What follows belongs to an exercise in optimizing a design on an open flow for small area, a short achievable clock period and few clock cycles per item; a production flow would make more cautious choices. At most, simulation tests tie the RTL to the original design; equivalence was not proved. Function not checked in run 3: the RTL went through the layout flow alone. Power and IR drop assume default switching activity.

<file path="design/flow/config.mk">
export PLATFORM = sky130hd
export DESIGN_NAME = irdec
export DESIGN_NICKNAME = irdec
export VERILOG_FILES = /design/flow/design.v
export SDC_FILE = /design/flow/constraint.sdc
export NUM_CORES = 4
export LEC_CHECK = 0
export CAP_MARGIN = 20
export CORE_MARGIN = 2
export CORE_UTILIZATION = 40
export CTS_BUF_LIST = sky130_fd_sc_hd__clkbuf_8
export CTS_CLUSTER_SIZE = 30
export PLACE_DENSITY = 0.6
export SLEW_MARGIN = 20
</file>
<file path="design/flow/constraint.sdc">
create_clock -name core_clock -period 11.0 [get_ports {clk}]
set_input_delay 2.2000 -clock core_clock [delete_from_list [all_inputs] [get_ports {clk}]]
set_output_delay 2.2000 -clock core_clock [all_outputs]
set_load 0.01 [all_outputs]
</file>
<file path="design/flow/design.v">
module irdec (
    input  wire        clk,
    input  wire        rst,
    input  wire        req_valid,
    output wire        req_ready,
    input  wire [2:0]  req_op,
    input  wire [31:0] req_now,
    output reg         rsp_valid,
    output wire [51:0] rsp
);
    localparam [2:0] OP_EDGE  = 3'b001;
    localparam [2:0] OP_AVAIL = 3'b011;
    localparam [2:0] OP_RECV  = 3'b100;
    localparam [2:0] OP_READ  = 3'b101;
    localparam [2:0] OP_RESET = 3'b111;
    assign req_ready = 1'b1;
    reg [31:0] last_edge;
    reg [31:0] last_event;
    reg [1:0]  tag;         
    reg        pending;
    reg [5:0]  nec_c;
    reg [23:0] nec_data;    
    reg        nec_ok;      
    reg [5:0]  pan_c;
    reg [47:0] pan_data;    
    reg        hact;
    reg        hge2;
    reg [7:0]  hp;
    reg [15:0] hprev;
    reg [31:0] hash;
    reg        v1, e1;
    reg [2:0]  op1;
    reg [31:0] now1;
    reg [15:0] d1;         
    reg        to1, nl1, nh1, ng1, pl1, pg1, win1;
    wire is_avail = v1 && (op1 == OP_AVAIL);
    wire is_recv  = v1 && (op1 == OP_RECV);
    wire is_read  = v1 && (op1 == OP_READ);
    wire is_reset = v1 && (op1 == OP_RESET);
    wire tp_op    = v1 && (op1 != 3'd0) && (op1 != 3'd6) && (op1 != 3'd7);
    wire hto     = hge2 && to1;
    wire tp_fire = tp_op && !pending && hto;
    wire pend1   = pending || tp_fire;
    wire edge_go = e1 && !pending && !hto;
    wire clear_all = rst || is_reset;
    wire [31:0] le_next = is_reset ? 32'd0 : edge_go ? now1 : last_edge;
    wire [31:0] lv_next = is_reset ? 32'd0 : last_event;
    wire [16:0] lo_diff = {1'b0, req_now[15:0]} - {1'b0, le_next[15:0]};
    wire        lo_brw  = lo_diff[16];
    wire [15:0] el      = lo_diff[15:0];
    wire [15:0] xh      = req_now[31:16];
    wire [15:0] yh      = ~le_next[31:16];
    wire        hi_eq0  = ((xh ^ yh) == 16'hFFFF);
    wire        hi_eq1  = ((xh ^ yh) == {xh[14:0] | yh[14:0], 1'b0});
    wire        sat     = lo_brw ? !hi_eq1 : !hi_eq0;
    wire [18:0] lw_diff = {1'b0, req_now[17:0]} - {1'b0, lv_next[17:0]};
    wire [13:0] xw      = req_now[31:18];
    wire [13:0] yw      = ~lv_next[31:18];
    wire        w_eq0   = ((xw ^ yw) == 14'h3FFF);
    wire        w_eq1   = ((xw ^ yw) == {xw[12:0] | yw[12:0], 1'b0});
    wire        in_win  = (lw_diff[18] ? w_eq1 : w_eq0) && (lw_diff[17:0] < 18'd162000);
    always @(posedge clk) begin
        v1   <= req_valid && !rst;
        e1   <= req_valid && !rst && (req_op == OP_EDGE);
        op1  <= req_op;
        now1 <= req_now;
        d1   <= el | {16{sat}};
        to1  <= sat || (el >= 16'd27000);
        nl1  <= sat || (el >= 16'd12375);
        nh1  <= sat || (el >= 16'd6750);
        ng1  <= sat || (el >= 16'd1687);
        pl1  <= sat || (el >= 16'd3456);
        pg1  <= sat || (el >= 16'd1296);
        win1 <= in_win;
    end
    wire nec_bit  = ng1;
    wire nec_cmp  = nec_bit ^ nec_data[16];        
    wire nec_hi   = (nec_c >= 6'd26);              
    reg  [5:0]  nec_c_n;
    reg         nec_claim;
    reg         nec_hold;                           
    always @* begin
        nec_c_n   = nec_c;
        nec_claim = 1'b0;
        nec_hold  = 1'b0;
        if (to1) begin
            nec_c_n = (nec_c == 6'd0) ? 6'd1 : 6'd0;
        end else if (nec_c == 6'd0) begin
        end else if (nec_c == 6'd1) begin
            if (!nh1) begin
                nec_c_n = 6'd0;
            end else if (!nl1) begin
                nec_c_n   = 6'd0;
                nec_claim = win1;
                nec_hold  = win1;
            end else begin
                nec_c_n = 6'd2;
            end
        end else begin
            if (nec_c != 6'd33) begin
                nec_c_n = nec_c + 6'd1;
            end else begin
                nec_c_n   = 6'd0;
                nec_claim = nec_ok && nec_cmp;
            end
        end
    end
    wire        pan_bit   = pg1;
    wire [47:0] pan_shift = {pan_bit, pan_data[47:1]};
    wire        pan_ck    = ((pan_shift[23:16] ^ pan_shift[31:24] ^ pan_shift[39:32]) == pan_shift[47:40]);
    reg  [5:0]  pan_c_n;
    reg         pan_claim;
    always @* begin
        pan_c_n   = pan_c;
        pan_claim = 1'b0;
        if (to1) begin
            pan_c_n = (pan_c == 6'd0) ? 6'd1 : 6'd0;
        end else if (pan_c == 6'd0) begin
        end else if (pan_c == 6'd1) begin
            pan_c_n = pl1 ? 6'd2 : 6'd0;
        end else begin
            if (pan_c != 6'd49) begin
                pan_c_n = pan_c + 6'd1;
            end else begin
                pan_c_n   = 6'd0;
                pan_claim = pan_ck;
            end
        end
    end
    wire [17:0] new3  = {2'b00, d1} + {1'b0, d1, 1'b0};
    wire [17:0] prev2 = {1'b0, hprev, 1'b0};
    wire [17:0] prev4 = {hprev, 2'b00};
    wire [1:0]  code  = (new3 <= prev2) ? 2'd0 : (new3 >= prev4) ? 2'd2 : 2'd1;
    wire nec_go   = edge_go;
    wire pan_go   = edge_go && !nec_claim;
    wire hash_go  = pan_go && !pan_claim;
    wire s_claim  = nec_go && nec_claim || pan_go && pan_claim;
    wire h_init   = hash_go && to1 && !hact;
    wire h_pulse  = hash_go && !to1 && hact;        
    wire h_fold   = hash_go && !to1 && hge2;
    wire h_claim  = hash_go && (to1 ? hge2 : (hge2 && hp == 8'd253));
    wire read_go  = is_read && pend1;
    wire [1:0] tag1 = tp_fire ? 2'd3 : tag;
    wire h_clear  = read_go && (tag1 == 2'd3) || s_claim;
    wire receiving = !pending && !to1 && ((nec_c != 6'd0) || (pan_c != 6'd0) || hact);
    always @(posedge clk) begin
        if (clear_all) begin
            last_edge  <= 32'd0;
            last_event <= 32'd0;
            tag        <= 2'd0;
            pending    <= 1'b0;
            nec_c      <= 6'd0;
            pan_c      <= 6'd0;
            hact       <= 1'b0;
            hge2       <= 1'b0;
        end else begin
            if (edge_go)
                last_edge <= now1;
            if (s_claim)
                last_event <= now1;
            if (tp_fire || h_claim)
                tag <= 2'd3;
            else if (nec_go && nec_claim)
                tag <= 2'd1;
            else if (pan_go && pan_claim)
                tag <= 2'd2;
            if (read_go)
                pending <= 1'b0;
            else if (tp_fire || s_claim || h_claim)
                pending <= 1'b1;
            if (nec_go)
                nec_c <= nec_c_n;
            if (pan_go)
                pan_c <= pan_c_n;
            if (h_clear) begin
                hact <= 1'b0;
                hge2 <= 1'b0;
            end else if (h_init) begin
                hact <= 1'b1;
            end else if (h_pulse) begin
                hge2 <= 1'b1;
            end
        end
    end
    always @(posedge clk) begin
        if (nec_go && nec_hold) begin
            nec_data <= 24'h00FFFF;
        end else if (nec_go) begin
            if (nec_hi) begin
                nec_data[23:16] <= {nec_data[16], nec_data[23:17]};
                nec_ok          <= nec_ok && nec_cmp;
            end else begin
                nec_data <= {nec_bit, nec_data[23:1]};
                nec_ok   <= 1'b1;
            end
        end
        if (pan_go)
            pan_data <= pan_shift;
        if (h_init)
            hp <= 8'd0;
        else if (h_pulse)
            hp <= hp + 8'd1;
        if (h_pulse)
            hprev <= d1;
    end
    reg       hi2, hf2;
    reg [1:0] code2;
    always @(posedge clk) begin
        hi2   <= h_init && !clear_all;
        hf2   <= h_fold && !clear_all;
        code2 <= code;
    end
    wire [31:0] t0 = hash;
    wire [31:0] t1 = {hash[30:0], 1'b0};
    wire [31:0] t2 = {hash[27:0], 4'b0};
    wire [31:0] t3 = {hash[24:0], 7'b0};
    wire [31:0] t4 = {hash[23:0], 8'b0};
    wire [31:0] t5 = {hash[7:0], 24'b0};
    wire [31:0] s1 = t0 ^ t1 ^ t2;
    wire [31:0] c1 = {((t0 & t1) | (t0 & t2) | (t1 & t2)), 1'b0};
    wire [31:0] s2 = t3 ^ t4 ^ t5;
    wire [31:0] c2 = {((t3 & t4) | (t3 & t5) | (t4 & t5)), 1'b0};
    wire [31:0] s3 = s1 ^ c1 ^ s2;
    wire [31:0] c3 = {((s1 & c1) | (s1 & s2) | (c1 & s2)), 1'b0};
    wire [31:0] s4 = s3 ^ c3 ^ c2;
    wire [31:0] c4 = {((s3 & c3) | (s3 & c2) | (c3 & c2)), 1'b0};
    wire [31:0] hmul = s4 + c4;
    always @(posedge clk) begin
        if (hi2)
            hash <= 32'h811C9DC5;
        else if (hf2)
            hash <= {hmul[31:2], hmul[1:0] ^ code2};
    end
    reg r_nec, r_pan, r_hash, r_flag;
    always @(posedge clk) begin
        if (rst) begin
            rsp_valid <= 1'b0;
            r_nec     <= 1'b0;
            r_pan     <= 1'b0;
            r_hash    <= 1'b0;
            r_flag    <= 1'b0;
        end else begin
            rsp_valid <= v1;
            r_nec     <= read_go && (tag1 == 2'd1);
            r_pan     <= read_go && (tag1 == 2'd2);
            r_hash    <= read_go && (tag1 == 2'd3);
            r_flag    <= is_avail && pend1 || is_recv && receiving;
        end
    end
    wire [15:0] r_addr = ({16{r_nec}}  & nec_data[15:0]) |
                         ({16{r_pan}}  & pan_data[15:0]) |
                         ({16{r_hash}} & {8'd0, hp});
    wire [31:0] r_cmd  = ({32{r_nec}}  & {24'd0, nec_data[23:16]}) |
                         ({32{r_pan}}  & pan_data[47:16]) |
                         ({32{r_hash}} & hash);
    assign rsp = {r_nec | r_pan | r_hash, r_pan | r_hash, r_nec | r_hash, r_flag, r_addr, r_cmd};
endmodule
</file>
<file path="design/flow/flow/run.sh">
#!/bin/bash
# Own layout flow: the standard flow (standard.sh, unchanged synthesis),
# with plain buffers on the ports instead of delay buffers, and timing repair
# aiming for extra setup slack. Each make run logs to its own file here.
set -euo pipefail
bash standard.sh \
  "BUFFER_PORTS_ARGS=-buffer_cell sky130_fd_sc_hd__buf_2" \
  "SETUP_SLACK_MARGIN=${OWN_SETUP_MARGIN:-7}" \
  finish > standard_finish.log 2>&1
</file>
<file path="design/flow/standard.sh">
#!/bin/bash
# synth_recipe.tcl (not shown) runs the flow's synth.tcl, then flattens the netlist and writes it again
# the make line also repeats each setting of config.mk as NAME=value (left out here)
make -C /OpenROAD-flow-scripts/flow DESIGN_CONFIG=/design/flow/config.mk WORK_HOME=/design/flow/orfs CLKGATE_MAP_FILE= SYNTH_SCRIPT=/design/flow/synth_recipe.tcl "${@:-finish}"
</file>
==> results of run 1 <==
-- how the worst max path moves through the flow --
stage,endpoint,start,slack [ns],depth (start not counted)
final,hash[29],hash[11],6.58,18
after global routing,hash[29],hash[11],6.43,18
after CTS,hash[29],hash[9],6.72,18
after detailed placement,pg1,req_now[0],5.98,14
after global placement,pg1,req_now[0],6.07,14
after floorplan,pg1,req_now[0],6.49,13
-- area by class of cell --
cell class / instances / area (um^2)
flip-flops and latches: 279 / 6310
repair buffers: 166 / 1220
fillers: 4271 / 23400
clock inverters: 30 / 196
inverters: 172 / 671
clock buffers: 59 / 812
multi-input cells: 1428 / 11700
well taps: 600 / 751
-- metal layers --
metal | GRT usage [%] | part of all wire [%] | vias up | wire, um
li1 | - | - | 7131 | -
met1 | 25.2 | 44 | 7152 | 20800
met2 | 34.7 | 50 | 325 | 23400
met3 | 2.73 | 4.3 | 69 | 2020
met4 | 5.98 | 2.1 | 0 | 1010
met5 | 0 | 0 | - | 0
-- registers in the layout, indices dropped and copies added (netlist names), 3 cells and up --
name        flops
last_event     32
hash           32
pan_data       48
d1             16
nec_c           6
pan_c           6
now1           32
op1             3
nec_data       24
hprev          16
hp              8
last_edge      32
-- cells by family (layout without fill, tap and decap cells) --
family | count (synthesis) | count (layout) | share of synthesized area, %
and+or+nand+nor | 619 | 620 | 16.2
AOI/OAI and AO/OA | 375 | 375 | 14.3
DFF | 279 | 279 | 34.3
adders and majority gates | 257 | 257 | 21.1
buffers and inverters | 241 | 427 | 5.30
xor gates and xnor gates | 113 | 113 | 5.44
muxes | 62 | 62 | 3.41
other | 1 | 1 | 0.0206
-- synth_stat cells (all sizes together), types with 17 or more instances --
library cell  count
a21o             45
nand3            45
a21oi            85
nor2            147
and3             17
ha              174
a22o             32
fa               83
xor2             45
edfxtp           65
nand2           229
o21ai            68
nor3             53
and2             24
a211oi           17
inv             172
xnor2            68
mux2i            62
dfxtp           214
clkbuf           52
nand4            21
buf              17
-- power by group --
| group | total [mW] | internal (mW) | switching, mW | leakage, nW |
|---|---|---|---|---|
| logic | 0.944 | 0.418 | 0.526 | 6.36 |
| clock network | 0.991 | 0.536 | 0.455 | 0.571 |
| registers | 1.09 | 1.06 | 0.0256 | 2.39 |
| total | 3.02 | 2.02 | 1.01 | 9.32 |
-- repair_timing --
item,4_1_cts,5_1_grt
setup endpoints to repair,90,58
pin swaps,49,57
setup buffers,37,23
gates resized for setup,78,77
cloned,3,2
-- worst register-to-register path, stage by stage (launching register included) --
cell and delay [ns]:
dfxtp_4 0.35, inv_4 0.05, fa_1 0.56, fa_1 0.45
fa_1 0.51, inv_2 0.05, ha_4 0.26, nand4_1 0.23
buf_4 0.22, a211oi_2 0.19, nor2_1 0.07, buf_4 0.15
a21oi_4 0.12, buf_6 0.12, o2111a_2 0.23, or3_4 0.15
nand4_1 0.14, and3_1 0.22, a311o_1 0.26
==> impl_results.md, run 1 <==
* Max FO, Critical Path at 4
* RSZ-0062 raised after global routing: true
* Via/cell ratio at 5.37
* Crit path max-delay family: adder cells
* Power, Total at 3.02 mW
* CTS tree: yes
* Pin count of the biggest net entering global routing at 54
* Actual slew at the worst max-slew pin at 0.869 ns
* Vias post-DR at 14.7k
* CTS clk-pin slew, worst paths at 0.06 ns
* Top-area cell type share of the netlist area at 23.6%
* Leading cell types in the layout, fill and taps excluded: nand2_1 (211), dfxtp_1 (187), inv_1 (165)
* IR drop worst, VDD at 0.000145 V
* Gp weighted congestion at 0.872
* Post-synthesis cell count at 1,947
* ANT nets after route at 0
* Cell count after placement at 2,580
* Synthesized net count at 2,242
* Slowest-stage cell, CP: fa_1
* Setup-failing EPs final at 0
* Dpl hpwl at 33.5 mm
* Worst r2r src: hash[11]
* Hold Crit Depth at 0
* Crit path capture type: flip-flop
* P_leak at 9.32 nW
* Placed inst area at 19,500 um^2
* Core Util, Final at 48.0%
* Critical hold path startpoint: pan_data[1]
* Ant. Diodes at 0
* Hold EP: pan_data[0]
* 1st-iter DRT viols at 864
* Core Region at 45,100 um^2
* Avg Inst Size Synth at 9.34 um^2
* Initial Util at 40.3%
* Worst hold slack at 0.451 ns
* Yosys cell types at 89
* Final setup margin at 6.58 ns
* Post-place setup slack at 5.98 ns
* Number of synthesized register bits at 279
* Port bufs at 90
* Die Wd at 217 um
* Most frequent CP cell: fa_1
* Reg-to-Reg End: hash[29]
* Critical Path AT at 4.94 ns
* Power per cell area at 140 nW/um^2
* Ys flop type: dfxtp_1
* Share of post-route cells with drive strength above 1 at 19.3%
* Area contributors post-synth: dfxtp_1 (24%), ha_1 (12%), edfxtp_1 (11%)
* CP Buf/Inv Count at 5
* DRC at 0
* Leading area contributor after synthesis: dfxtp_1
* Worst EP required at 11.52 ns
* Syn-to-layout area delta at 19.1%
* Skew-Pair Late Insertion Delay at 0.63 ns
* Max H-tree Level at 2
* Cell breakdown of the critical path: inv_4, fa_1, fa_1, fa_1, inv_2, ha_4, nand4_1, buf_4, a211oi_2, nor2_1, buf_4, a21oi_4, buf_6, o2111a_2, or3_4, nand4_1, and3_1, a311o_1
* Setup_tns at 0 ns
* Routed WL at 47.3 mm
* Sequential fraction of the synthesis area at 34.3%
* Max_cap viols at 0
* Initial antenna violation count at 0
* Hold Path Class: reg2reg
* CTS root buffer: clkbuf_8
* Vias in the first global route at 14.7k
* Number of flops mapped to enable cells by yosys at 65
* Post-Syn Area at 18,200 um^2
* Final critical-path required period at 4.42 ns
* Final #Nets at 2,393
* GR Overflow Total at 0
* Most common cell after layout, fill and taps aside: nand2_1
* Area of the die at 47,200 um^2
* Worst path max stage delay at 0.56 ns
* R2r setup slk at 6.58 ns
* Part of the cycle the worst path needs at 40.2%
* GRT Total Usage at 19.8%
* Critical Path Source Type: flip-flop
* Cts hold-fix bufs at 0
* Async SR Flop Fraction at 0%
* Critical path type: reg2reg
* Maximum root-to-sink buffer count at 3
* Worst Clk Skew at 0.0416 ns
* Non-Filler Instances at 2,734
* Hold Fails Final Rpt at 0
* Worst Reg-to-Reg Cells at 18
* Fin. max-slew vios at 0
* Relative slew slack at 42.0%
* Max frequency at 226 MHz
* Synth warn at 1
* Die Height at 217 um
* Drt first pass iters at 8
* Final instance area at 21,700 um^2
* Num CTS Buffers at 51
* TritonCTS Sinks at 279
* Rows at 78
* DR WL/cell at 17.3 um
* Outcome: finished clean
* First-pass GRT wire length at 75.5 mm
* Top Ports at 92
Testbench counts, summed over its fixed seeds: cycles 24,271, items 24,255.
==> run 2, diff against run 1 <==
==> design/flow/flow/run.sh (replaced) <==
#!/bin/bash
# Own layout flow: the standard flow (standard.sh, unchanged synthesis),
# with plain buffers on the ports instead of delay buffers, timing repair
# aiming for extra setup slack and free to change a cell's footprint when
# resizing it. The make run logs to its own file here.
set -euo pipefail
bash standard.sh \
  "BUFFER_PORTS_ARGS=-buffer_cell sky130_fd_sc_hd__buf_2" \
  "SETUP_SLACK_MARGIN=${OWN_SETUP_MARGIN:-7}" \
  "MATCH_CELL_FOOTPRINT=0" \
  finish > standard_finish.log 2>&1
==> run 2 against run 1 <==
Against the previous run:
- die area unchanged
- design area up 0.19%
- clock power shrank 6.0%
- final cell count hardly changed
- critical path type unchanged
- setup slack gained 0.19 ns
- clock skew barely moved
- still clean
- non-clock buffer count grew 9
- total power down 0.74%
- highest routed layer is now met5
- worst hold slack better by 0.0051 ns
- sequential share of layout area about the same
- maximum frequency grew 4.5%
==> impl_results.md, run 2 <==
* Outcome: finished clean
* Cell breakdown of the critical path: inv_2, fa_1, fa_2, fa_2, inv_2, ha_4, nand2_2, nor4_4, nor2_2, a21oi_2, o2111a_2, or3_4, nand4_1, and3_1, a311o_1
* Post-place setup slack at 6.05 ns
* Routed WL at 46.8 mm
* Worst path max stage delay at 0.58 ns
* Max frequency at 236 MHz
* Grt met2 use at 34.1%
* CTS tree: yes
* Initial antenna violation count at 1
* Max FO, Critical Path at 5
* Setup_tns at 0 ns
* Maximum root-to-sink buffer count at 3
* Max H-tree Level at 2
* TritonCTS Sinks at 279
* Non-Filler Instances at 2,736
* Port bufs at 90
* Critical path type: reg2reg
* Synth Area in Compound Gates at 14.3%
* Skew-Pair Late Insertion Delay at 0.63 ns
* Async SR Flop Fraction at 0%
* Largest Register: pan_data
* Number of flops mapped to enable cells by yosys at 65
* Worst Clk Skew at 0.0412 ns
* GRT Total Usage at 20.0%
* Post-synth top cells: nand2_1 (229), dfxtp_1 (214), ha_1 (174), inv_1 (172), nor2_1 (147)
* Actual slew at the worst max-slew pin at 0.832 ns
* Vias post-DR at 14.6k
* Final setup margin at 6.77 ns
* Post-Syn Area at 18,200 um^2
* Ys flop type: dfxtp_1
* Leading cell types in the layout, fill and taps excluded: nand2_1 (221), dfxtp_1 (188), inv_1 (167)
* XOR/XNOR Fraction of Synth Area at 5.44%
* Synthesized net count at 2,242
* Dpl hpwl at 33.2 mm
* Die Wd at 217 um
* Syn-to-layout area delta at 19.3%
* Max_cap viols at 0
* RSZ-0062 raised after global routing: true
* Largest family of logic cells by synthesized area: adder cells
* Count leader, synth: nand2_1
* Power per cell area at 138 nW/um^2
* Synth Area in Simple Gates at 16.2%
* Worst EP required at 11.49 ns
* Cell count after placement at 2,580
* Synth warn at 1
* Drt first pass iters at 5
* Adder-cell share of the synthesized area at 21.1%
* Number of synthesized register bits at 279
* Number of flip-flops in the largest register at 48
* CTS root buffer: clkbuf_8
* Yosys cell types at 89
* Share of post-route cells with drive strength above 1 at 19.1%
* 1st-iter DRT viols at 826
* Hold Path Class: reg2reg
* Mux cell area share after synthesis at 3.41%
* Initial Util at 40.3%
* Crit path capture type: flip-flop
* ANT nets after route at 0
* Setup-failing EPs final at 0
* Num CTS Buffers at 50
* Avg Inst Size Synth at 9.34 um^2
* Hold Fails Final Rpt at 0
* Final #Nets at 2,400
* DRC at 0
* Area contributors post-synth: dfxtp_1 (24%), ha_1 (12%), edfxtp_1 (11%)
* Top Ports at 92
* Ant. Diodes at 0
* DR WL/cell at 17.1 um
* GR Overflow Total at 0
* Pin count of the biggest net entering global routing at 54
* Final critical-path required period at 4.23 ns
* Global routing's busiest layer: met2
* Critical Path AT at 4.72 ns
* Vias in the first global route at 14.7k
* Fin. max-slew vios at 0
* Via/cell ratio at 5.34
* Part of the cycle the worst path needs at 38.5%
* Rows at 78
* Top-area cell type share of the netlist area at 23.6%
* Fillers at 4,304
* Sequential fraction of the synthesis area at 34.3%
* Critical Path Source Type: flip-flop
* Die Height at 217 um
* Gp weighted congestion at 0.868
* Area of the die at 47,200 um^2
* Post-synthesis cell count at 1,947
* Most common cell after layout, fill and taps aside: nand2_1
* M1 GR Usage at 25.5%
* CP Buf/Inv Count at 2
* P_leak at 9.29 nW
* Core Region at 45,100 um^2
* IR drop worst, VDD at 0.000111 V
* Crit path max-delay family: adder cells
* Cts hold-fix bufs at 0
* CTS clk-pin slew, worst paths at 0.06 ns
* First-pass GRT wire length at 75.9 mm
* Met3 Usage GRT at 3.19%
* Slowest-stage cell, CP: fa_2
* Relative slew slack at 44.6%
* Worst hold slack at 0.456 ns
* Leading area contributor after synthesis: dfxtp_1
-- run 2: cell counts after synthesis --
Identical to the previous run, type by type.
-- run 2: where the power goes --
group | switching [mW] | total [mW] | internal, mW
registers | 0.0247 | 1.09 | 1.06
logic | 0.530 | 0.980 | 0.450
clock network | 0.427 | 0.932 | 0.506
-- run 2: repair_timing --
| action | CTS | global route |
|---|---|---|
| endpoints found under the setup margin | 91 | 55 |
| cloned | 3 | 1 |
| pin swaps | 44 | 51 |
| setup buffers | 53 | 16 |
| gates resized for setup | 96 | 75 |
-- run 2: metrics by stage --
| step | power (mW) | cell area [um^2] | utilization (%) |
|---|---|---|---|
| 2_1_floorplan | 1.72 | 18500 | - |
| 3_3_place_gp | 1.88 | 19500 | 43.2 |
| 3_5_place_dp | 1.89 | 19500 | 43.2 |
| 4_1_cts | 2.96 | 21300 | 47.1 |
| 5_1_grt | 3.19 | 21700 | 48.1 |
| 6_report | 3.00 | 21700 | 48.1 |
-- run 2: final cells by class --
type | instances | area [um^2] | area share, %
Sequential cell | 279 | 6310 | 29.1
Inverter | 172 | 673 | 3.10
Timing Repair Buffer | 175 | 1290 | 5.93
Clock buffer | 56 | 771 | 3.55
Tap cell | 600 | 751 | 3.46
Clock inverter | 27 | 160 | 0.738
Multi-Input combinational cell | 1427 | 11700 | 54.1
-- run 2: final timing paths --
check,start,end,slack [ns],cells after the start
max,hash[5],hash[29],6.77,15
min reg2reg,pan_data[1],pan_data[0],0.46,0
max reg2reg,hash[5],hash[29],6.77,15
min,pan_data[1],pan_data[0],0.46,0
-- run 2: layer usage --
metal  wire [um]  part of all wire, %  up-vias
met5          12                0.026        -
met4        1340                  2.9        2
met3        2090                  4.5       99
met2       22700                   48      316
met1       20700                   44     7062
li1            -                    -     7141
-- run 2: cells by family after synthesis --
logic type	after synthesis
simple gates	619
compound gates	375
flops	279
fa+ha+maj	257
buf+inv	241
xor+xnor	113
mux	62
other cells	1
==> run 3, diff against run 2 <==
--- a/design/flow/design.v
+++ b/design/flow/design.v
@@ -145,8 +145,6 @@
     wire receiving = !pending && !to1 && ((nec_c != 6'd0) || (pan_c != 6'd0) || hact);
     always @(posedge clk) begin
         if (clear_all) begin
-            last_edge  <= 32'd0;
-            last_event <= 32'd0;
             tag        <= 2'd0;
             pending    <= 1'b0;
             nec_c      <= 6'd0;
@@ -154,10 +152,6 @@
             hact       <= 1'b0;
             hge2       <= 1'b0;
         end else begin
-            if (edge_go)
-                last_edge <= now1;
-            if (s_claim)
-                last_event <= now1;
             if (tp_fire || h_claim)
                 tag <= 2'd3;
             else if (nec_go && nec_claim)
@@ -183,6 +177,15 @@
         end
     end
     always @(posedge clk) begin
+        if (rst) begin
+            last_edge  <= 32'd0;
+            last_event <= 32'd0;
+        end else begin
+            last_edge  <= le_next;
+            last_event <= s_claim ? now1 : lv_next;
+        end
+    end
+    always @(posedge clk) begin
         if (nec_go && nec_hold) begin
             nec_data <= 24'h00FFFF;
         end else if (nec_go) begin
--- a/design/flow/config.mk
+++ b/design/flow/config.mk
@@ -9,6 +9,7 @@
 export CORE_MARGIN = 2
 export CORE_UTILIZATION = 40
 export CTS_BUF_LIST = sky130_fd_sc_hd__clkbuf_8
-export CTS_CLUSTER_SIZE = 30
+export CTS_CLUSTER_DIAMETER = 50
+export CTS_CLUSTER_SIZE = 20
 export PLACE_DENSITY = 0.6
 export SLEW_MARGIN = 20
==> run 3 against run 2 <==
Against the previous run:
- still clean
- combinational power increased by 8%
- worst hold slack got worse by 0.0073 ns
- critical path depth unchanged
- first-iteration DRC count increased by 7.9%
- design area decreased by 2.5%
- critical endpoint is now nh1
- largest cell class unchanged
- highest routed layer unchanged
==> impl_results.md, run 3 <==
* Outcome: finished clean
* Number of flops mapped to enable cells by yosys at 65
* Cell breakdown of the critical path: buf_12, clkinv_16, ha_4, inv_2, fa_2, a21o_1, a21o_1, a21oi_2, o211ai_1, or3_1, a31o_1, a21oi_2, xor2_2, nand2_2, or3_1
* Worst EP required at 11.48 ns
* Yosys cell types at 79
* P_leak at 8.96 nW
* Die Wd at 215 um
* Rows at 77
* Part of the cycle the worst path needs at 40.6%
* Post-place setup slack at 5.38 ns
* Gp weighted congestion at 0.941
* Synth warn at 1
* Core Region at 44,000 um^2
* Count leader, synth: dfxtp_1
* CTS root buffer: clkbuf_8
* Final critical-path required period at 4.46 ns
* Max_cap viols at 0
* Critical Path AT at 4.94 ns
* Leading cell types in the layout, fill and taps excluded: nand2_1 (200), dfxtp_1 (186), ha_1 (155)
* ANT nets after route at 0
* Number of synthesized register bits at 279
* Power per cell area at 143 nW/um^2
* Critical path type: in2reg
* Actual slew at the worst max-slew pin at 0.884 ns
* Synth Area in Compound Gates at 15.1%
* Top Ports at 92
* Skew-Pair Late Insertion Delay at 0.60 ns
* Synthesized net count at 2,196
* Cts hold-fix bufs at 0
* First-pass GRT wire length at 73.8 mm
* Critical Path Source Type: input port
* GRT Total Usage at 19.6%
* Hold Fails Final Rpt at 0
* DRC at 0
* Avg Inst Size Synth at 9.36 um^2
* TritonCTS Sinks at 279
* Num CTS Buffers at 36
* Most common cell after layout, fill and taps aside: nand2_1
* Routed WL at 45.4 mm
* IR drop worst, VDD at 0.000111 V
* Top-area cell type share of the netlist area at 24.1%
* Synth Area in Simple Gates at 15.1%
* Vias post-DR at 14.2k
* Area contributors post-synth: dfxtp_1 (24%), ha_1 (12%), edfxtp_1 (11%)
* Port bufs at 90
* Slowest-stage cell, CP: or3_1
* Syn-to-layout area delta at 18.9%
* Initial Util at 40.4%
* Area of the die at 46,200 um^2
* Setup-failing EPs final at 0
* CTS clk-pin slew, worst paths at 0.08 ns
* Share of post-route cells with drive strength above 1 at 19.3%
* Maximum root-to-sink buffer count at 3
* Final setup margin at 6.54 ns
* Sequential fraction of the synthesis area at 35.0%
* Drt first pass iters at 8
* CTS tree: yes
* Dpl hpwl at 32.2 mm
* Area taken by multi-input logic gates at 11,300 um^2
* Via/cell ratio at 5.32
* Post-Syn Area at 17,800 um^2
* XOR/XNOR Fraction of Synth Area at 6.24%
* Relative slew slack at 40.9%
* Fin. max-slew vios at 0
* Adder-cell share of the synthesized area at 21.6%
* 1st-iter DRT viols at 891
* Largest family of logic cells by synthesized area: adder cells
* Ys flop type: dfxtp_1
* Vias in the first global route at 14.3k
* Post-synth top cells: dfxtp_1 (214), nand2_1 (211), ha_1 (174), inv_1 (164), nor2_1 (123)
* Post-synthesis cell count at 1,901
* Leading area contributor after synthesis: dfxtp_1
* Initial antenna violation count at 1
* Register Area at 6330 um^2
* Mux cell area share after synthesis at 1.94%
* Max H-tree Level at 2
* Pin count of the biggest net entering global routing at 70
* Hold Path Class: reg2reg
* Largest Register: pan_data
* Fillers at 4,169
* Setup_tns at 0 ns
* Die Height at 215 um
* Ant. Diodes at 0
* Crit path capture type: flip-flop
* Worst Clk Skew at 0.0333 ns
* Final #Nets at 2,344
* RSZ-0062 raised after global routing: true
* Async SR Flop Fraction at 0%
* Worst path max stage delay at 0.38 ns
* DR WL/cell at 17.0 um
* Max FO, Critical Path at 3
* Number of flip-flops in the largest register at 48
* Max frequency at 224 MHz
* GR Overflow Total at 0
==> run 3: changes by cell type after synthesis, sizes merged, moves of 6 or more <==
| cell | change |
|---|---|
| inv | -6 |
| nor2 | -23 |
| a21oi | +29 |
| nand3 | +13 |
| xor2 | +8 |
| nor3 | -12 |
| nand2 | -18 |
| and3 | -8 |
| o21a | +6 |
| mux2i | -29 |
==> run 3: area by class of cell <==
type	count	area share, %
multi-input cells	1388	53.3
flip-flops and latches	279	29.9
inverters	166	3.20
well taps	592	3.50
repair buffers	178	6.18
clock inverters	26	1.38
clock buffers	38	2.47
==> run 3: layer usage <==
layer / GRT usage, % / part of all wire, % / vias up
met3: 3.13 / 3.9 / 78
met1: 25.3 / 45 / 6873
met5: 0 / 0.029 / -
li1: - / - / 6940
met4: 5.51 / 2.3 / 2
met2: 33.7 / 48 / 296
==> run 3: final timing paths <==
check	start	endpoint	slack, ns	cells after the start
worst max-delay path	req_now[0]	nh1	6.54	15
worst min register to register	pan_data[5]	pan_data[4]	0.45	0
worst max register to register	hash[13]	hash[31]	6.72	16
worst min-delay path	pan_data[5]	pan_data[4]	0.45	0
==> run 3: power by group <==
group / total [mW] / leakage [nW] / internal (mW) / switching (mW)
clock: 0.890 / 0.415 / 0.438 / 0.452
sequential: 1.08 / 2.39 / 1.06 / 0.0233
combinational: 1.06 / 6.15 / 0.502 / 0.554
==> run 3: what timing repair did <==
item / CTS / global route
gates cloned: 2 / 2
resized for setup: 97 / 47
pin swaps: 67 / 35
endpoints found under the setup margin: 85 / 47
buffers inserted: 64 / 7
==> run 3: critical path, delay by kind of cell <==
| family | cells | cell delay, ns |
|---|---|---|
| AOI/OAI and AO/OA | 6 | 1.11 |
| and+or+nand+nor | 3 | 0.78 |
| adders and majority gates | 2 | 0.46 |
| xor gates and xnor gates | 1 | 0.21 |
| buffers and inverters | 3 | 0.19 |
==> run 3: per-stage QoR <==
step	instance area [um^2]	cells	power, mW	utilization, %	hold WS, ns
3_5_place_dp	19200	2528	1.99	43.5	0.434
5_1_grt	21200	2667	3.22	48.1	0.465
4_1_cts	20800	2658	3.02	47.3	0.452
3_3_place_gp	19200	2528	1.98	43.5	0.434
6_report	21200	2667	3.03	48.1	0.448
2_1_floorplan	18100	1901	1.80	-	0.426
==> run 3: kinds of logic (layout without fill, tap and decap cells) <==
logic type               count (synthesis)  count (layout)
AND/OR/NAND/NOR                        571             571
AO/OA/AOI/OAI                          400             400
flip-flops                             279             279
adder cells (fa/ha/maj)                257             257
buffers and inverters                  234             408
XOR/XNOR                               125             125
multiplexers                            34              34
other                                    1               1
==> run 4, diff against run 3 <==
--- a/design/flow/design.v
+++ b/design/flow/design.v
@@ -23,6 +23,7 @@
     reg        nec_ok;      
     reg [5:0]  pan_c;
     reg [47:0] pan_data;    
+    reg        pan_ok;      
     reg        hact;
     reg        hge2;
     reg [7:0]  hp;
@@ -107,7 +108,7 @@
     end
     wire        pan_bit   = pg1;
     wire [47:0] pan_shift = {pan_bit, pan_data[47:1]};
-    wire        pan_ck    = ((pan_shift[23:16] ^ pan_shift[31:24] ^ pan_shift[39:32]) == pan_shift[47:40]);
+    wire        pan_cmp   = !(pan_bit ^ pan_data[24] ^ pan_data[32] ^ pan_data[40]);
     reg  [5:0]  pan_c_n;
     reg         pan_claim;
     always @* begin
@@ -123,7 +124,7 @@
                 pan_c_n = pan_c + 6'd1;
             end else begin
                 pan_c_n   = 6'd0;
-                pan_claim = pan_ck;
+                pan_claim = pan_ok && pan_cmp;
             end
         end
     end
@@ -197,8 +198,10 @@
                 nec_ok   <= 1'b1;
             end
         end
-        if (pan_go)
+        if (pan_go) begin
             pan_data <= pan_shift;
+            pan_ok   <= (pan_c < 6'd42) || (pan_ok && pan_cmp);
+        end
         if (h_init)
             hp <= 8'd0;
         else if (h_pulse)
==> run 4 against run 3 <==
Against the previous run:
- still clean
- synthesized cell count did not move
- via count rose by 0.71%
- combinational power fell by 39%
- sequential share of layout area fell by 0.42 points
- critical endpoint is now pg1
- largest power group unchanged
- highest routed layer unchanged
==> impl_results.md, run 4 <==
* Net Sw Power at 872 uW
* Setup-failing EPs final at 0
* RSZ-0062 raised after global routing: true
* Port bufs at 90
* Maximum root-to-sink buffer count at 3
* Vias post-DR at 14.3k
* Skew-Pair Late Insertion Delay at 0.62 ns
* Number of flip-flops in the largest register at 48
* CP Buf/Inv Count at 3
* Mux cell area share after synthesis at 2.03%
* Synth Area in Compound Gates at 15.0%
* Met2 routed WL at 21.9 mm
* Slowest-stage cell, CP: or4_1
* CTS root buffer: clkbuf_8
* Most common cell after layout, fill and taps aside: nand2_1
* Met1 Routed Length at 20.0 mm
* XOR/XNOR Fraction of Synth Area at 4.99%
* Initial antenna violation count at 1
* Initial Util at 40.3%
* Worst path max stage delay at 0.51 ns
* Crit path capture type: flip-flop
* IR drop worst, VDD at 0.000108 V
* Worst hold slack at 0.451 ns
* Syn-to-layout area delta at 21.7%
* Rows at 77
* Yosys cell types at 79
* Core Util, Final at 49.0%
* 1st-iter DRT viols at 873
* Share of post-route cells with drive strength above 1 at 21.3%
* Adder-cell share of the synthesized area at 21.6%
* Cell breakdown of the critical path: buf_8, clkinv_8, ha_4, inv_2, fa_2, a21o_1, a21oi_2, o21ai_1, a21o_1, a211o_1, a31oi_4, a21oi_2, o21ai_4, nand2_2, or4_1
* DRC at 0
* Number of flops mapped to enable cells by yosys at 66
* Die Height at 215 um
* TritonCTS Sinks at 280
* Setup_tns at 0 ns
* CTS tree: yes
* Critical Path Source Type: input port
* Area of the die at 46,000 um^2
* GRT Total Usage at 19.6%
* Register Area at 6370 um^2
* P_leak at 9.07 nW
* Dpl hpwl at 30.7 mm
* Leading cell types in the layout, fill and taps excluded: nand2_1 (214), dfxtp_1 (184), ha_1 (150)
* Number of synthesized register bits at 280
* Synth warn at 1
* Leading area contributor after synthesis: dfxtp_1
* Logic pwr share at 23.3%
* Sequential fraction of the synthesis area at 35.3%
* Critical path type: in2reg
* Ys flop type: dfxtp_1
* Uppermost layer routed: met5
* Final critical-path required period at 4.37 ns
* CTS clk-pin slew, worst paths at 0.09 ns
* Final #Nets at 2,358
* Largest Register: pan_data
* Power, Total at 2.76 mW
* First-pass GRT wire length at 73.7 mm
* Async SR Flop Fraction at 0%
* Avg Inst Size Synth at 9.33 um^2
* Gp weighted congestion at 0.867
* Max FO, Critical Path at 3
* Largest family of logic cells by synthesized area: adder cells
* Flop pwr share at 39.1%
* Worst Clk Skew at 0.0274 ns
* Cts hold-fix bufs at 0
* Post-synthesis cell count at 1,901
* Routed WL at 45.4 mm
* Fin. max-slew vios at 0
* Relative slew slack at 34.2%
* Switching Fraction at 31.6%
* Critical Path AT at 4.85 ns
* Num CTS Buffers at 41
* Met3 routed WL at 2.51 mm
* Drt first pass iters at 5
* Part of the cycle the worst path needs at 39.7%
* Hold Path Class: reg2reg
* Area taken by multi-input logic gates at 11,400 um^2
* Max frequency at 229 MHz
* Worst EP required at 11.48 ns
* Die Wd at 215 um
* Max_cap viols at 0
* Via/cell ratio at 5.32
* Hold Fails Final Rpt at 0
* ANT nets after route at 0
* Area contributors post-synth: dfxtp_1 (24%), ha_1 (12%), edfxtp_1 (11%)
* P_int at 1.89 mW
* Clock power frac at 37.7%
* Top-area cell type share of the netlist area at 24.2%
* Post-Syn Area at 17,700 um^2
* Top Ports at 92
* GR Overflow Total at 0
* Post-synth top cells: nand2_1 (230), dfxtp_1 (214), ha_1 (174), inv_1 (172), nor2_1 (126)
* Actual slew at the worst max-slew pin at 0.985 ns
* Vias in the first global route at 14.5k
* Synthesized net count at 2,196
* Ant. Diodes at 0
* Count leader, synth: nand2_1
* Synth Area in Simple Gates at 15.8%
* Core Region at 44,000 um^2
* Outcome: finished clean
* Pin count of the biggest net entering global routing at 70
* Crit path max-delay family: compound AO/OA/AOI/OAI gates
* Fillers at 4,059
* Max H-tree Level at 2
* Power per cell area at 128 nW/um^2
* DR WL/cell at 16.9 um
run 4: power by group through the flow:
stage	Combinational, mW	Sequential [mW]	Clock (mW)
after global placement	0.465	1.11	0
final	0.642	1.08	1.04
after floorplan	0.376	1.10	0
after CTS	0.577	1.08	1.07
after detailed placement	0.473	1.11	0
after global routing	0.706	1.08	1.11
run 4: cell families (layout without fill, tap and decap cells):
| group | after synthesis | in the layout |
|---|---|---|
| buffers and inverters | 238 | 429 |
| AOI/OAI and AO/OA | 393 | 393 |
| adders and majority gates | 257 | 257 |
| xor gates and xnor gates | 101 | 101 |
| and+or+nand+nor | 595 | 596 |
| DFF | 280 | 280 |
| muxes | 36 | 36 |
| other | 1 | 1 |
run 4: layer usage:
layer  track usage (%)  vias to the layer above
met5                 0                        -
met4              6.32                        2
met3              3.91                       75
met2              33.7                      344
met1              24.6                     6889
li1                  -                     6980
run 4: worst register-to-register path, stage by stage, from the launching register on:
cell and delay [ns]:
dfxtp_1 0.42, nand2_1 0.21, nor2_4 0.44, buf_4 0.35, a21o_1 0.20, ha_1 0.24, nor2b_1 0.12, o21ai_0 0.22
a21boi_0 0.16, o31a_1 0.31, o21ai_2 0.22, a21o_1 0.18, nand2b_1 0.10, mux2i_1 0.27, nand3_2 0.12, or4_1 0.49
run 4: per-stage QoR:
step           std cells  instance area [um^2]  setup WS (ns)
2_1_floorplan       1901                 17900           6.24
3_3_place_gp        2527                 19000           5.76
3_5_place_dp        2527                 19000           5.68
4_1_cts             2658                 21000           6.71
5_1_grt             2685                 21600           6.54
6_report            2685                 21600           6.63
run 4: final timing paths:
kind,start,to,slack (ns),depth (start not counted)
max,req_now[0],pg1,6.63,15
min reg2reg,now1[17],last_event[17],0.45,2
max reg2reg,op1[1],pg1,6.83,15
min,now1[17],last_event[17],0.45,2
run 4: what timing repair did:
action / 4_1_cts / 5_1_grt
pin swaps: 67 / 77
setup endpoints to repair: 90 / 51
gates cloned: 1 / 1
setup buffers: 57 / 26
resized for setup: 142 / 86
run 4: area by class of cell:
cell class	count	area share, %
Timing Repair Buffer	184	6.50
Tap cell	592	3.43
Inverter	172	3.18
Sequential cell	280	29.5
Multi-Input combinational cell	1384	52.6
Clock buffer	43	2.74
Clock inverter	30	1.98
Testbench counts of run 4, summed over its fixed seeds: cycles 24,271, items 24,255.
==> run 5, diff against run 4 <==
--- a/design/flow/flow/run.sh
+++ b/design/flow/flow/run.sh
@@ -8,4 +8,5 @@
   "BUFFER_PORTS_ARGS=-buffer_cell sky130_fd_sc_hd__buf_2" \
   "SETUP_SLACK_MARGIN=${OWN_SETUP_MARGIN:-7}" \
   "MATCH_CELL_FOOTPRINT=0" \
+  "ADDER_MAP_FILE=" \
   finish > standard_finish.log 2>&1
==> run 5 against run 4 <==
Against the previous run:
- maximum frequency down 0.82%
- non-clock buffer count grew 36
- die area up 25%
- global-route usage rose by 3.0 points
- critical endpoint is now to1
- sequential power is essentially flat
- synthesized area is 25% higher
- setup slack worse by 0.036 ns
- critical path type unchanged
- critical path depth is 1 lower
- combinational power grew to 3.1 times the previous value
- clock skew rose by 0.023 ns
- largest power group is now combinational logic
- sequential cell count unchanged
==> impl_results.md, run 5 <==
* Outcome: finished clean
* Pin count of the biggest net entering global routing at 58
* 1st-iter DRT viols at 2,031
* Power per cell area at 153 nW/um^2
* Vias post-DR at 21.8k
* Synthesized net count at 2,881
* DR WL/cell at 18.7 um
* ANT nets after route at 0
* Critical Path Source Type: input port
* Post-synthesis cell count at 2,843
* Post-synth top cells: nand2_1 (277), nor2_1 (260), dfxtp_1 (214), xnor2_1 (198), a21oi_1 (189)
* Final setup margin at 6.59 ns
* GRT Total Usage at 22.6%
* Most common cell after layout, fill and taps aside: nand2_1
* Fin. max-slew vios at 0
* Dpl hpwl at 44.1 mm
* Number of synthesized register bits at 280
* CP Buf/Inv Count at 3
* Initial Util at 40.4%
* Number of flip-flops in the largest register at 48
* Max_cap viols at 0
* Hold Path Class: reg2reg
* Cell count after placement at 3,501
* Initial antenna violation count at 1
* Critical path type: in2reg
* IR drop worst, VDD at 0.000121 V
* Via/cell ratio at 5.93
* Ys flop type: dfxtp_1
* Drt first pass iters at 8
* Part of the cycle the worst path needs at 40.1%
* First-pass GRT wire length at 106 mm
* Worst path max stage delay at 0.39 ns
* Async SR Flop Fraction at 0%
* Final #Nets at 2,931
* Top-area cell type share of the netlist area at 19.3%
* Top Ports at 92
* P_leak at 9.78 nW
* Share of post-route cells with drive strength above 1 at 17.5%
* Core Region at 55,000 um^2
* CTS clk-pin slew, worst paths at 0.09 ns
* Actual slew at the worst max-slew pin at 0.926 ns
* Maximum root-to-sink buffer count at 3
* CTS root buffer: clkbuf_8
* Num CTS Buffers at 40
* Critical Path AT at 4.90 ns
* Slowest-stage cell, CP: a2111oi_4
* Cell breakdown of the critical path: buf_8, buf_12, buf_6, and3_4, a221o_1, a31oi_2, o21ai_2, a2111oi_4, a211oi_4, maj3_2, a21oi_2, xor2_2, a21boi_2, o311ai_1
* Leading area contributor after synthesis: dfxtp_1
* Rows at 86
* Hold Fails Final Rpt at 0
* Number of flops mapped to enable cells by yosys at 66
* Synth warn at 1
* Crit path max-delay family: compound AO/OA/AOI/OAI gates
* Leading cell types in the layout, fill and taps excluded: nand2_1 (274), nor2_1 (258), dfxtp_1 (187)
* Area of the die at 57,400 um^2
* Crit path capture type: flip-flop
* DRC at 0
* Power, Total at 3.99 mW
* Worst EP required at 11.49 ns
* Final critical-path required period at 4.41 ns
* Die Wd at 240 um
* Syn-to-layout area delta at 17.2%
* Largest Register: pan_data
* Count leader, synth: nand2_1
* Max frequency at 227 MHz
* Gp weighted congestion at 0.913
* Relative slew slack at 38.2%
* Avg Inst Size Synth at 7.80 um^2
* Area contributors post-synth: dfxtp_1 (19%), edfxtp_1 (8.9%), xnor2_1 (7.8%)
* Worst Clk Skew at 0.0508 ns
* Port bufs at 90
* Post-place setup slack at 5.71 ns
* RSZ-0062 raised after global routing: true
* Vias in the first global route at 19.8k
* Yosys cell types at 106
* Max H-tree Level at 2
* Sequential fraction of the synthesis area at 28.2%
* Routed WL at 68.7 mm
* GR Overflow Total at 0
* CTS tree: yes
* Setup-failing EPs final at 0
* Max FO, Critical Path at 6
* Post-Syn Area at 22,200 um^2
* Skew-Pair Late Insertion Delay at 0.62 ns
* Die Height at 240 um
* TritonCTS Sinks at 280
* Non-Filler Instances at 3,672
* Setup_tns at 0 ns
[run 5: kinds of logic (layout without fill, tap and decap cells)]
logic type | Yosys count | in the layout | synth area share (%)
simple gates | 1034 | 1034 | 22.9
compound gates | 808 | 808 | 25.0
buf+inv | 311 | 390 | 5.89
xor+xnor | 297 | 298 | 12.8
flops | 280 | 280 | 28.2
mux | 71 | 71 | 3.25
fa+ha+maj | 41 | 41 | 1.89
other cells | 1 | 2 | 0.0169
[run 5: metal layers]
metal	global-route usage, %	wire (um)	up-vias
li1	-	-	10424
met1	30.1	29900	10455
met2	37.7	32500	764
met3	2.94	4270	142
met4	7.03	2050	0
met5	0	0	-
[run 5: worst register-to-register path, delay by kind of cell, from the launching register on]
family / cells / cell delay (ns)
adder cells (fa/ha/maj): 1 / 0.37
flip-flops: 1 / 0.45
XOR/XNOR: 1 / 0.28
AO/OA/AOI/OAI: 9 / 1.95
multiplexers: 1 / 0.69
AND/OR/NAND/NOR: 1 / 0.29
[run 5: layout make-up]
cell class,count,area (um^2)
diodes,1,2.50
clock buffers,43,592
clock inverters,29,251
fillers,5335,29000
inverters,98,374
multi-input cells,2253,15500
flip-flops and latches,280,6340
well taps,748,936
repair buffers,220,2040
[run 5: power breakdown]
group / switching (mW) / internal [mW]
logic: 1.08 / 0.888
clock network: 0.489 / 0.415
registers: 0.0378 / 1.08
[run 5: worst paths after layout]
| kind | start | end | slack, ns | cells past startpoint |
|---|---|---|---|---|
| setup / recovery | req_now[1] | to1 | 6.59 | 14 |
| hold / removal | pan_data[15] | pan_data[14] | 0.45 | 0 |
| setup reg to reg | to1 | to1 | 6.85 | 13 |
| hold reg to reg | pan_data[15] | pan_data[14] | 0.45 | 0 |
[run 5: what timing repair did]
item                       CTS  global route
pin swaps                   35            59
buffers inserted            48            38
hold buffers                 0             0
cloned                       5             7
resized for setup          126           114
setup endpoints to repair   89            68
[run 5: through the flow]
stage / hold WS, ns / instance area (um^2) / utilization [%]
floorplan: 0.406 / 22300 / -
global placement: 0.428 / 23000 / 41.9
detailed placement: 0.435 / 23000 / 41.9
CTS: 0.444 / 25000 / 45.5
global route: 0.452 / 26000 / 47.3
finish: 0.445 / 26000 / 47.3
==> run 6, diff against run 5 <==
--- a/design/flow/flow/run.sh
+++ b/design/flow/flow/run.sh
@@ -5,8 +5,7 @@
 # resizing it. The make run logs to its own file here.
 set -euo pipefail
 bash standard.sh \
-  "BUFFER_PORTS_ARGS=-buffer_cell sky130_fd_sc_hd__buf_2" \
-  "SETUP_SLACK_MARGIN=${OWN_SETUP_MARGIN:-7}" \
+  "BUFFER_PORTS_ARGS=-buffer_cell sky130_fd_sc_hd__buf_1" \
+  "SETUP_SLACK_MARGIN=${OWN_SETUP_MARGIN:-6.6}" \
   "MATCH_CELL_FOOTPRINT=0" \
-  "ADDER_MAP_FILE=" \
   finish > standard_finish.log 2>&1
==> run 6 against run 5 <==
Against the previous run:
- critical path depth is 1 higher
- global-route usage is 4.0 points lower
- first-iteration DRC count is 67% lower
- still clean
- core utilization is 1.5 points lower
- sequential cell count stayed put
- final cell count is 29% lower
- clock power is 0.4% lower
- clock skew is 0.022 ns lower
- combinational power is 74% lower
==> impl_results.md, run 6 <==
* Dpl hpwl at 30.9 mm
* Critical hold path startpoint: now1[24]
* Sequential fraction of the synthesis area at 35.3%
* Worst r2r src: to1
* Number of flip-flops in the largest register at 48
* CTS root buffer: clkbuf_8
* Setup-failing EPs final at 0
* Critical path type: in2reg
* Hold EP: last_event[24]
* R2r setup slk at 6.72 ns
* ANT nets after route at 0
* Clock power frac at 36.0%
* CTS tree: yes
* Ys flop type: dfxtp_1
* Drt first pass iters at 7
* Core Region at 44,000 um^2
* Post-synthesis cell count at 1,901
* Worst Clk Skew at 0.0287 ns
* DRC at 0
* Avg Inst Size Synth at 9.33 um^2
* Vias in the first global route at 14.0k
* CTS clk-pin slew, worst paths at 0.09 ns
* GR Overflow Total at 0
* Worst EP required at 11.51 ns
* P_int at 1.70 mW
* Max H-tree Level at 2
* Pin count of the biggest net entering global routing at 70
* Hold Fails Final Rpt at 0
* Synthesized net count at 2,196
* Number of synthesized register bits at 280
* Crit path capture type: flip-flop
* Relative slew slack at 30.4%
* P_leak at 8.25 nW
* GRT Total Usage at 18.5%
* Post-synth top cells: nand2_1 (230), dfxtp_1 (214), ha_1 (174), inv_1 (172), nor2_1 (126)
* Worst Reg-to-Reg Cells at 19
* DR WL/cell at 16.1 um
* Core Util, Final at 45.8%
* Actual slew at the worst max-slew pin at 1.04 ns
* Top Ports at 92
* Post-Syn Area at 17,700 um^2
* Max frequency at 227 MHz
* Flop pwr share at 43.3%
* Ant. Diodes at 0
* Setup_tns at 0 ns
* Port bufs at 90
* Switching Fraction at 32.1%
* Async SR Flop Fraction at 0%
* Die Wd at 215 um
* First-pass GRT wire length at 70.4 mm
* Max FO, Critical Path at 3
* Number of flops mapped to enable cells by yosys at 66
* Critical Path Source Type: input port
* Num CTS Buffers at 37
* Most common cell after layout, fill and taps aside: nand2_1
* Leading cell types in the layout, fill and taps excluded: nand2_1 (229), dfxtp_1 (187), ha_1 (167)
* IR drop worst, VDD at 0.0000926 V
* 1st-iter DRT viols at 663
* Reg-to-Reg End: pg1
* Die Height at 215 um
* Routed WL at 42.4 mm
* Initial Util at 40.3%
* Outcome: finished clean
* Share of post-route cells with drive strength above 1 at 11.1%
* Hold Path Class: reg2reg
* Leading area contributor after synthesis: dfxtp_1
* Part of the cycle the worst path needs at 40.0%
* Top-area cell type share of the netlist area at 24.2%
* Power per cell area at 124 nW/um^2
* Count leader, synth: nand2_1
* TritonCTS Sinks at 280
* Maximum root-to-sink buffer count at 3
* Vias post-DR at 13.8k
* Area of the die at 46,000 um^2
* Max_cap viols at 0
* Largest Register: pan_data
* Gp weighted congestion at 0.891
* Net Sw Power at 801 uW
* Area contributors post-synth: dfxtp_1 (24%), ha_1 (12%), edfxtp_1 (11%)
* RSZ-0062 raised after global routing: true
* Logic pwr share at 20.6%
* Final #Nets at 2,299
* Yosys cell types at 79
* Critical Path AT at 4.91 ns
* Hold Crit Depth at 2
* Final critical-path required period at 4.40 ns
* Skew-Pair Late Insertion Delay at 0.63 ns
* Via/cell ratio at 5.27
* Synth warn at 1
* Initial antenna violation count at 1
* Fin. max-slew vios at 0
* Rows at 77
* Syn-to-layout area delta at 13.8%
run 6: worst max-delay path, cell delays in order:
cell      delay (ns)
buf_8           0.11
clkinv_8        0.04
ha_4            0.14
inv_4           0.03
fa_2            0.35
a21o_1          0.17
a21oi_2         0.14
o21ai_1         0.09
a21o_1          0.23
a211oi_4        0.25
o21bai_1        0.11
a21o_1          0.20
xnor2_2         0.22
nand3_2         0.12
or4_1           0.51
run 6: stage by stage:
| stage | cell area, um^2 | std cells | total power, mW | setup WS [ns] | hold slack, ns |
|---|---|---|---|---|---|
| final | 20200 | 2624 | 2.50 | 6.60 | 0.454 |
| after global routing | 20200 | 2624 | 2.64 | 6.55 | 0.468 |
| after CTS | 19800 | 2611 | 2.49 | 6.57 | 0.455 |
| after detailed placement | 18700 | 2529 | 1.56 | 5.63 | 0.435 |
| after global placement | 18700 | 2529 | 1.55 | 5.70 | 0.434 |
| after floorplan | 17800 | 1901 | 1.46 | 6.24 | 0.426 |
run 6: cell type report:
class | count | area (um^2)
fill | 4253 | 23900
multi-input combinational | 1384 | 10900
sequential | 280 | 6330
tap | 592 | 741
inverter | 172 | 672
timing repair buffer | 129 | 656
clock buffer | 39 | 537
clock inverter | 28 | 317
run 6: layer usage:
layer	global-route usage [%]	part of all wire [%]	up-vias
li1	-	-	6850
met1	23.2	45	6644
met2	32.1	48	273
met3	3.39	4.5	66
met4	6.13	2.4	2
met5	0	0.040	-
run 6: cells by family after synthesis:
| logic type | count (synthesis) | share of synthesized area [%] |
|---|---|---|
| AND/OR/NAND/NOR | 595 | 15.8 |
| XOR/XNOR | 101 | 4.99 |
| adder cells (fa/ha/maj) | 257 | 21.6 |
| multiplexers | 36 | 2.03 |
| other | 1 | 0.0211 |
| flip-flops | 280 | 35.3 |
| AO/OA/AOI/OAI | 393 | 15.0 |
| buffers and inverters | 238 | 5.10 |
run 6: worst max path at each step:
stage | cells after the start | slack, ns | to | start
6_report | 15 | 6.60 | pg1 | req_now[0]
5_1_grt | 15 | 6.55 | pg1 | req_now[0]
4_1_cts | 15 | 6.57 | hash[24] | hash[1]
3_5_place_dp | 15 | 5.63 | ng1 | req_now[0]
3_3_place_gp | 15 | 5.70 | pg1 | req_now[0]
2_1_floorplan | 14 | 6.24 | ng1 | req_now[0]
run 6: timing repair:
action / CTS / global route
pin swaps: 13 / 31
endpoints found under the setup margin: 32 / 43
gates cloned: 1 / 0
gates resized for setup: 47 / 72
hold buffers: 0 / 0
setup buffers: 14 / 13
run 6: power by group through the flow:
stage	Combinational, mW	Sequential [mW]	Clock (mW)
2_1_floorplan	0.356	1.10	0
3_3_place_gp	0.442	1.11	0
3_5_place_dp	0.450	1.11	0
4_1_cts	0.475	1.08	0.935
5_1_grt	0.576	1.09	0.974
6_report	0.516	1.08	0.900
==> run 7, diff against run 6 <==
--- a/design/flow/flow/run.sh
+++ b/design/flow/flow/run.sh
@@ -6,6 +6,6 @@
 set -euo pipefail
 bash standard.sh \
   "BUFFER_PORTS_ARGS=-buffer_cell sky130_fd_sc_hd__buf_1" \
-  "SETUP_SLACK_MARGIN=${OWN_SETUP_MARGIN:-6.6}" \
+  "SETUP_SLACK_MARGIN=${OWN_SETUP_MARGIN:-7}" \
   "MATCH_CELL_FOOTPRINT=0" \
   finish > standard_finish.log 2>&1
--- a/design/flow/config.mk
+++ b/design/flow/config.mk
@@ -13,3 +13,4 @@
 export CTS_CLUSTER_SIZE = 20
 export PLACE_DENSITY = 0.6
 export SLEW_MARGIN = 20
+export TNS_END_PERCENT = 0
==> run 7 against run 6 <==
Against the previous run:
- clock skew up 0.0047 ns
- synthesized area unchanged
- final cell count down 0.15%
- wire length up 1.0%
- total power down 2.4%
- design area down 0.84%
- highest routed layer unchanged
==> impl_results.md, run 7 <==
* Synthesized net count at 2,196
* Leading area contributor after synthesis: dfxtp_1
* Avg Inst Size Synth at 9.33 um^2
* CTS root buffer: clkbuf_8
* P_leak at 8.23 nW
* 1st-iter DRT viols at 711
* Max frequency at 227 MHz
* Hold Path Class: reg2reg
* Logic pwr share at 20.1%
* Flop pwr share at 44.4%
* Count leader, synth: nand2_1
* DRC at 0
* CTS tree: yes
* Maximum root-to-sink buffer count at 3
* Ant. Diodes at 0
* Crit path capture type: flip-flop
* Fillers at 4,274
* Largest Register: pan_data
* Setup_tns at 0 ns
* GRT Total Usage at 18.7%
* Gp weighted congestion at 0.893
* Ys flop type: dfxtp_1
* GR Overflow Total at 0
* Clock power frac at 35.5%
* Worst hold slack at 0.457 ns
* Pin count of the biggest net entering global routing at 70
* Post-synth top cells: nand2_1 (230), dfxtp_1 (214), ha_1 (174), inv_1 (172), nor2_1 (126)
* Power per cell area at 122 nW/um^2
* Rows at 77
* Setup-failing EPs final at 0
* Vias in the first global route at 14.1k
* Final #Nets at 2,296
* Synth Area in Simple Gates at 15.8%
* Mux cell area share after synthesis at 2.03%
* Top-area cell type share of the netlist area at 24.2%
* TritonCTS Sinks at 280
* Port bufs at 90
* Adder-cell share of the synthesized area at 21.6%
* Die Height at 215 um
* RSZ-0062 raised after global routing: true
* Num CTS Buffers at 36
* ANT nets after route at 0
* Fin. max-slew vios at 0
* Synth Area in Compound Gates at 15.0%
* Max_cap viols at 0
* Sequential fraction of the synthesis area at 35.3%
* Part of the cycle the worst path needs at 40.0%
* Synth warn at 1
* Die Wd at 215 um
* Area contributors post-synth: dfxtp_1 (24%), ha_1 (12%), edfxtp_1 (11%)
* Max FO, Critical Path at 3
* Actual slew at the worst max-slew pin at 1.02 ns
* CTS clk-pin slew, worst paths at 0.08 ns
* Number of flops mapped to enable cells by yosys at 66
* Critical Path Source Type: input port
* IR drop worst, VDD at 0.0000939 V
* Skew-Pair Late Insertion Delay at 0.62 ns
* Relative slew slack at 31.9%
* Number of synthesized register bits at 280
* Via/cell ratio at 5.29
* Worst Reg-to-Reg Cells at 16
* Initial antenna violation count at 1
* First-pass GRT wire length at 71.2 mm
* Worst Clk Skew at 0.0334 ns
* DR WL/cell at 16.3 um
* Most common cell after layout, fill and taps aside: nand2_1
* Number of flip-flops in the largest register at 48
* Non-Filler Instances at 2,620
* Initial Util at 40.3%
* Routed WL at 42.8 mm
* Area of the die at 46,000 um^2
* Critical path type: in2reg
* Final critical-path required period at 4.40 ns
* Async SR Flop Fraction at 0%
* Yosys cell types at 79
* Max H-tree Level at 2
* P_int at 1.67 mW
* Net Sw Power at 773 uW
* Drt first pass iters at 6
* Hold Fails Final Rpt at 0
* Syn-to-layout area delta at 12.8%
* Cell count after placement at 2,529
* Vias post-DR at 13.9k
* Leading cell types in the layout, fill and taps excluded: nand2_1 (229), dfxtp_1 (188), ha_1 (170)
* Cts hold-fix bufs at 0
* Post-Syn Area at 17,700 um^2
* Dpl hpwl at 31.1 mm
* XOR/XNOR Fraction of Synth Area at 4.99%
* Hold Crit Depth at 2
* Post-synthesis cell count at 1,901
* Top Ports at 92
* Critical Path AT at 4.96 ns
* Largest family of logic cells by synthesized area: adder cells
* R2r setup slk at 6.72 ns
* Share of post-route cells with drive strength above 1 at 10.2%
* Switching Fraction at 31.7%
* Worst EP required at 11.56 ns
* Outcome: finished clean
* Core Region at 44,000 um^2
[run 7: cell types whose count changed in the layout (fill, tap and decap cells not counted), moves of 4 or more]
cell | previous run | this run
inv_2 | 5 | 9
a21oi_1 | 103 | 107
dfxtp_4 | 14 | 10
inv_4 | 5 | 1
inv_8 | 10 | 6
[run 7: worst max-delay path, cell delays in order]
cell and delay [ns]:
buf_1 0.12, ha_1 0.34, a21o_1 0.23, a211o_1 0.29, o22a_1 0.21, a21oi_1 0.29
o21ai_0 0.15, nor4_1 0.39, nor4_1 0.12, a221oi_2 0.37, o2111a_1 0.24
[run 7: worst paths after layout]
| path | from | to |
|---|---|---|
| worst max-delay path | req_now[3] | win1 |
| worst min-delay path | now1[20] | last_event[20] |
| worst max register to register | hash[16] | hash[29] |
| worst min register to register | now1[20] | last_event[20] |
[run 7: power by group through the flow]
stage / sequential, mW / clock [mW] / combinational [mW]
2_1_floorplan: 1.10 / 0 / 0.355
3_3_place_gp: 1.11 / 0 / 0.438
3_5_place_dp: 1.11 / 0 / 0.446
4_1_cts: 1.08 / 0.897 / 0.477
5_1_grt: 1.09 / 0.937 / 0.551
6_report: 1.08 / 0.865 / 0.490
[run 7: metal layers]
| metal | vias up | track usage, % | routed length (um) |
|---|---|---|---|
| li1 | 6846 | - | - |
| met1 | 6636 | 23.9 | 19200 |
| met2 | 303 | 32.6 | 20500 |
| met3 | 75 | 3.45 | 2170 |
| met4 | 2 | 5.09 | 881 |
| met5 | - | 0 | 11 |
[run 7: cell type report]
type                            instances  area, um^2  area share [%]
Clock buffer                           39         537            2.68
Clock inverter                         26         273            1.36
Inverter                              172         648            3.24
Multi-Input combinational cell       1384       10800            54.2
Sequential cell                       280        6320            31.6
Tap cell                              592         741            3.70
Timing Repair Buffer                  127         646            3.23
[run 7: logic make-up after synthesis]
family | after synthesis
mux | 36
other cells | 1
fa+ha+maj | 257
simple gates | 595
buf+inv | 238
compound gates | 393
xor+xnor | 101
flops | 280
[run 7: repair_timing]
| action | CTS | global route |
|---|---|---|
| gates resized for setup | 63 | 37 |
| endpoints found under the setup margin | 94 | 94 |
| setup buffers | 21 | 4 |
| cloned | 0 | 1 |
| pin swaps | 18 | 20 |
[run 7: metrics by stage]
stage	power (mW)	setup slack, ns	cell area (um^2)	util [%]
3_3_place_gp	1.55	5.75	18700	42.4
5_1_grt	2.57	6.53	20000	45.4
2_1_floorplan	1.46	6.17	17700	-
3_5_place_dp	1.56	5.68	18700	42.4
6_report	2.44	6.60	20000	45.4
4_1_cts	2.46	6.64	19800	45.1

[port drivers added, routing unchanged]
No port has a modelled driver above. Below, the same layouts with a new extraction and two added sets of constraints.
Step 1, drivers: a clkbuf_16 drives clk and a buf_2 each remaining input, both assumed.
Step 2 adds t to the input delays and takes it off the output delays; t is the mean of the earliest and latest rising clock arrival at the registers after step 1. Input paths then give back, and output paths get back, about the clock's delay inside the block.
Three values: ideal ports, drivers, drivers and shift; two values: the first two.
run	shift t [ns]	setup slack, ns	worst setup path at the end	worst register clock-pin slew, ns	worst data-port slew with drivers (ns)
run 1	0.661	6.577 / 6.577 / 6.016	input to register	0.07 / 0.07	0.07
run 2	0.657	6.768 / 6.768 / 6.146	input to register	0.06 / 0.06	0.07
run 3	0.629	6.538 / 6.536 / 5.908	input to register	0.09 / 0.09	0.06
run 4	0.652	6.630 / 6.640 / 5.988	input to register	0.10 / 0.10	0.06
run 5	0.655	6.594 / 6.600 / 5.945	input to register	0.09 / 0.09	0.08
run 6	0.667	6.600 / 6.611 / 5.943	input to register	0.09 / 0.09	0.07
run 7	0.648	6.603 / 6.619 / 5.971	input to register	0.11 / 0.11	0.07
After both steps setup and hold are still met in every run listed. For run 6, which loses most, drivers alone change the setup slack by +0.011 ns; drivers and shift together by -0.657 ns.
